From an optimization exercise on the open Yosys and OpenROAD flow, aimed at small area, a short achievable clock period and few clock cycles; shortcuts taken in it are not production practice.
The RTL was checked by simulation tests, not by an equivalence proof against the original design.
No activity file was given, so power comes from the tool's default toggle rates.

// xcpu
module xcpu (
    input  logic        clk,
    input  logic        rst,         
    input  logic        start,
    output logic        busy,
    output logic        mem_req,
    output logic        mem_we,
    output logic [7:0]  mem_addr,
    output logic [31:0] mem_wdata,
    input  logic        mem_ready,
    input  logic [31:0] mem_rdata,
    output logic        out_valid,
    output logic [31:0] out_data,
    input  logic        out_ready,
    input  logic [3:0]  dbg_sel,
    output logic [31:0] dbg_data,
    output logic [7:0]  flags
);
==> flow/config.mk <==
export PLATFORM = sky130hd
export DESIGN_NAME = xcpu
export DESIGN_NICKNAME = xcpu
export VERILOG_FILES = /design/flow/design.v
export SDC_FILE = /design/flow/constraint.sdc
export NUM_CORES = 4
export LEC_CHECK = 0
export CAP_MARGIN = 20
export CORE_MARGIN = 2
export CORE_UTILIZATION = 35
export PLACE_DENSITY = 0.5
export SETUP_SLACK_MARGIN = 4
export SLEW_MARGIN = 20
==> flow/constraint.sdc <==
create_clock -name core_clock -period 10.0 [get_ports {clk}]
set_input_delay 2.0000 -clock core_clock [delete_from_list [all_inputs] [get_ports {clk}]]
set_output_delay 2.0000 -clock core_clock [all_outputs]
set_load 0.01 [all_outputs]
standard.sh (not shown) runs the stock make flow with config.mk's settings and CLKGATE_MAP_FILE= SYNTH_SCRIPT=/design/flow/synth_recipe.tcl, a recipe that flattens the netlist after the stock synthesis.
==> flow/flow/run.sh <==
#!/bin/bash
# The standard layout (standard.sh), with two changes to how it builds:
# the port buffers are buf_1 cells, and the clock tree uses clkbuf_4/8
# cells without dummy loads.
set -euo pipefail
export BUFFER_PORTS_ARGS="-buffer_cell sky130_fd_sc_hd__buf_1"
export CTS_ARGS="-sink_clustering_enable -repair_clock_nets -buf_list {sky130_fd_sc_hd__clkbuf_4 sky130_fd_sc_hd__clkbuf_8} -dont_use_dummy_load"
bash standard.sh > make_flow.log 2>&1
The baseline produced a clean layout.
Testbench counts at the start, summed over its fixed seeds: cycles 36,233.
==> next run, changes <==
--- a/flow/config.mk
+++ b/flow/config.mk
@@ -8 +8 @@
-export CAP_MARGIN = 20
+export CAP_MARGIN = 10
@@ -13 +13 @@
-export SLEW_MARGIN = 20
+export SLEW_MARGIN = 10
Effect: Final area stays the same; setup slack stays the same; wire length stays the same; sequential power barely changes.
==> next run, changes <==
--- a/flow/config.mk
+++ b/flow/config.mk
@@ -8 +8 @@
-export CAP_MARGIN = 10
+export CAP_MARGIN = 30
@@ -13 +13 @@
-export SLEW_MARGIN = 10
+export SLEW_MARGIN = 30
Core utilization barely changes.
Hold slack stays flat.
Cell area stays flat.

Starting RTL as in the previous note.
Design xcpu, start of the top module:
module xcpu (
    input  logic        clk,
    input  logic        rst,         
    input  logic        start,
    output logic        busy,
    output logic        mem_req,
    output logic        mem_we,
    output logic [7:0]  mem_addr,
    output logic [31:0] mem_wdata,
    input  logic        mem_ready,
    input  logic [31:0] mem_rdata,
    output logic        out_valid,
    output logic [31:0] out_data,
    input  logic        out_ready,
    input  logic [3:0]  dbg_sel,
    output logic [31:0] dbg_data,
    output logic [7:0]  flags
);
export LEC_CHECK = 0
export CAP_MARGIN = 30
export CORE_MARGIN = 2
export CORE_UTILIZATION = 35
export PLACE_DENSITY = 0.5
export SETUP_SLACK_MARGIN = 4.5
export SLEW_MARGIN = 30
create_clock -name core_clock -period 10.0 [get_ports {clk}]
Scripts as last shown in full above: flow/flow/run.sh
The starting point went through all stages and came out clean.
Testbench counts at the start, summed over its fixed seeds: cycles 36,233.
==> next run, changes <==
==> flow/flow/run.sh (replaced) <==
#!/bin/bash
# The standard layout (standard.sh), with two changes to how it builds:
# the port buffers are buf_1 cells, and the clock tree uses clkbuf_8/16
# cells in clusters of up to 20 sinks, without dummy loads.
set -euo pipefail
export BUFFER_PORTS_ARGS="-buffer_cell sky130_fd_sc_hd__buf_1"
export CTS_ARGS="-sink_clustering_enable -repair_clock_nets -buf_list {sky130_fd_sc_hd__clkbuf_8 sky130_fd_sc_hd__clkbuf_16} -sink_clustering_size 20 -sink_clustering_max_diameter 60 -dont_use_dummy_load"
bash standard.sh > make_flow.log 2>&1
--- a/flow/config.mk
+++ b/flow/config.mk
@@ -11,3 +11,3 @@
 export PLACE_DENSITY = 0.5
-export SETUP_SLACK_MARGIN = 4.5
+export SETUP_SLACK_MARGIN = 4
 export SLEW_MARGIN = 30
Die area is unchanged.
Clock-buffer cell count drops by 41.
Clock skew climbs by 5.0 ps.
Utilization drops by 1.8 points.
Wire length drops by a few percent.
Synthesized area is unchanged.
Total power drops slightly.
Sequential cell count does not change.
Hold slack stays flat.
Final cell count drops by a few percent.
Maximum frequency drops by a few percent.

==> what the ideal ports hide <==
The flow's constraints put no driver on any port. The routed layouts listed below were extracted and timed again, unchanged, in two steps.
Step 1 sets driving cells, clkbuf_16 on the clock port and buf_2 on the other inputs (assumed; they add their load-dependent delay and slew).
Step 2 adds t to the input delays and takes it off the output delays; t is the mean of the earliest and latest rising clock arrival at the registers after step 1. Input paths then give back, and output paths get back, about the clock's delay inside the block.
Slacks: ideal ports / drivers / drivers and shift; pairs: ideal ports / drivers.
run	t (ns)	slack for setup (ns)	worst setup path after step 2	worst slew at a driven data input, ns	pins driven straight from the clock port
the first run of note 1	0.797	4.029 / 3.994 / 3.415	input to register	0.09	1
the second run of note 1	0.797	4.029 / 3.994 / 3.415	input to register	0.09	1
the third run of note 1	0.802	4.026 / 4.011 / 3.463	input to register	0.08	1
the first run of note 2	0.819	4.164 / 4.109 / 3.847	input to register	0.14	1
the second run of note 2	0.732	3.969 / 3.941 / 3.351	input to register	0.09	1
After both steps setup and hold are still met in every run listed. For the second run of note 2, which loses most, drivers alone change the setup slack by -0.028 ns; drivers and shift together by -0.618 ns.
